From an optimization exercise on the open Yosys and OpenROAD flow, aimed at small area, a short achievable clock period and few clock cycles; shortcuts taken in it are not production practice.
In this exercise RTL edits were held to simulation tests only and were not proved equivalent to the original.

Design ppm_sync, start of the top module:
module ppm_sync (
    input  wire        clk,
    input  wire        rst,
    input  wire [31:0] t0,
    input  wire        edge_valid,
    input  wire [31:0] edge_ts,
    output wire        edge_ready,
    input  wire        cmd_valid,
    input  wire [35:0] cmd,
    output wire        cmd_ready,
    output reg         rsp_valid,
    output reg  [31:0] rsp,
    output reg         commit,
    output wire [7:0]  axis1,
    output wire [7:0]  axis2,
    output wire [7:0]  axis3,
    output wire [7:0]  axis4,
    output reg  [1:0]  btn,
    output reg  [6:0]  stat
);
    localparam [3:0] OP_NOP    = 4'h0;
    localparam [3:0] OP_EDGE   = 4'h1;
    localparam [3:0] OP_POLL   = 4'h2;
    localparam [3:0] OP_INSYNC = 4'h3;
    localparam [3:0] OP_SIGP   = 4'h4;
    localparam [3:0] OP_MAPCH  = 4'h5;
    localparam [3:0] OP_RDSLOT = 4'h6;
    localparam [3:0] OP_RDMIN  = 4'h7;
    localparam [3:0] OP_RDMAX  = 4'h8;
    localparam [3:0] OP_RDAXIS = 4'h9;
    localparam [3:0] OP_RDBTN  = 4'hA;
    localparam [3:0] OP_RDSTAT = 4'hB;
    localparam [3:0] OP_RDRAW  = 4'hC;
    localparam [3:0] OP_RDTS   = 4'hD;
    localparam [31:0] PAUSE_MIN    = 32'd5000;
    localparam [31:0] PAUSE_MAX    = 32'd20000;
    localparam [31:0] STALE_LIMIT  = 32'd250000;
    localparam [31:0] CAL_CENTER   = 32'd1500;
    localparam [31:0] CAL_WINDOW   = 32'd30000000;
    localparam [31:0] BTN_THRESH   = 32'd1500;
    localparam [7:0]  NEUTRAL      = 8'd128;
    localparam [1:0] CAL_CALIBRATING = 2'd1;
    localparam [1:0] CAL_CALIBRATED  = 2'd2;
    localparam [2:0] K_IMM  = 3'd0;    
    localparam [2:0] K_POLL = 3'd1;    
    localparam [2:0] K_MAP  = 3'd2;    
    localparam [2:0] K_AX   = 3'd3;    
  ...
Size: about 11000 cells after synthesis, ~1800 flip-flops, about 180 I/O pins.
clock: 12.0 ns
lec_check: 0
cap_margin: 20
core_margin: 2
core_utilization: 40
cts_cluster_diameter: 60
cts_cluster_size: 25
slew_margin: 30
standard.sh (not shown) runs the stock make flow with config.mk's settings and CLKGATE_MAP_FILE= SYNTH_SCRIPT=/design/flow/synth_recipe.tcl, a recipe that flattens the netlist after the stock synthesis.
==> flow/flow/run.sh <==
#!/bin/bash
# Layout flow: the standard ORFS flow (standard.sh) with the same SDC,
# clock period and settings, run in two parts:
#  * synthesis to clock tree synthesis, with timing repair (repair_timing
#    after CTS) asked to leave 8 ns of setup slack at the design's 12 ns
#    period, so it also shortens paths that already meet the period;
#  * global routing to the final layout, with a smaller repair target, so
#    the repair after global routing only touches the slowest paths.
# Gate cloning is left out of timing repair: clones loaded some drivers up
# to the max-slew and max-capacitance limits.
# Each part's full output goes to a log file of its own here.
set -euo pipefail
export SKIP_GATE_CLONING=1
SETUP_SLACK_MARGIN=8.0 bash standard.sh cts > standard_cts.log 2>&1
SETUP_SLACK_MARGIN=7.0 bash standard.sh > standard_finish.log 2>&1
Testbench counts at the start, summed over its fixed seeds: cycles 21,435.
==> next run, changes <==
==> flow/run.sh (new file) <==
#!/bin/bash
# synth_recipe.tcl (not shown) runs the flow's synth.tcl, then flattens the netlist and writes it again
# the make line also repeats each setting of config.mk as NAME=value (left out here)
make -C /OpenROAD-flow-scripts/flow DESIGN_CONFIG=/design/flow/config.mk WORK_HOME=/design/flow/orfs CLKGATE_MAP_FILE= SYNTH_SCRIPT=/design/flow/synth_recipe.tcl finish
Settings changed: CTS_CLUSTER_DIAMETER 60 to unset, CTS_CLUSTER_SIZE 25 to unset, SETUP_SLACK_MARGIN set to 5.
removed: flow/flow/run.sh
removed: flow/standard.sh
Outcome:
- The new run ran to the end with no violations
- sequential cell count stays the same
- synthesized area does not change
- first-iteration DRC count goes up by 0.75%
- synthesized cell count does not change
- core utilization went down by 0.65 points
- setup slack degrades by 1.3 ns

what the ideal ports hide:
No port has a modelled driver above. Below, the same layouts with a new extraction and two added sets of constraints. Step 1 sets driving cells, clkbuf_16 on the clock port and buf_2 on the other inputs (assumed; they add their load-dependent delay and slew). Step 2 adds t to the input delays and takes it off the output delays; t is the mean of the earliest and latest rising clock arrival at the registers after step 1. Input paths then give back, and output paths get back, about the clock's delay inside the block. a / b / c = ideal ports / drivers / drivers and shift; a / b = the first two.
run | t, ns | slack for setup (ns) | hold WS [ns]
the first run | 0.935 | 7.513 / 7.513 / 7.024 | 0.433 / 0.433 / 0.433
the second run | 0.977 | 6.238 / 6.238 / 6.120 | 0.432 / 0.432 / 0.432
After both steps every run listed still meets setup and hold. For the first run, which loses most, drivers alone change the setup slack by 0.000 ns; drivers and shift together by -0.489 ns.
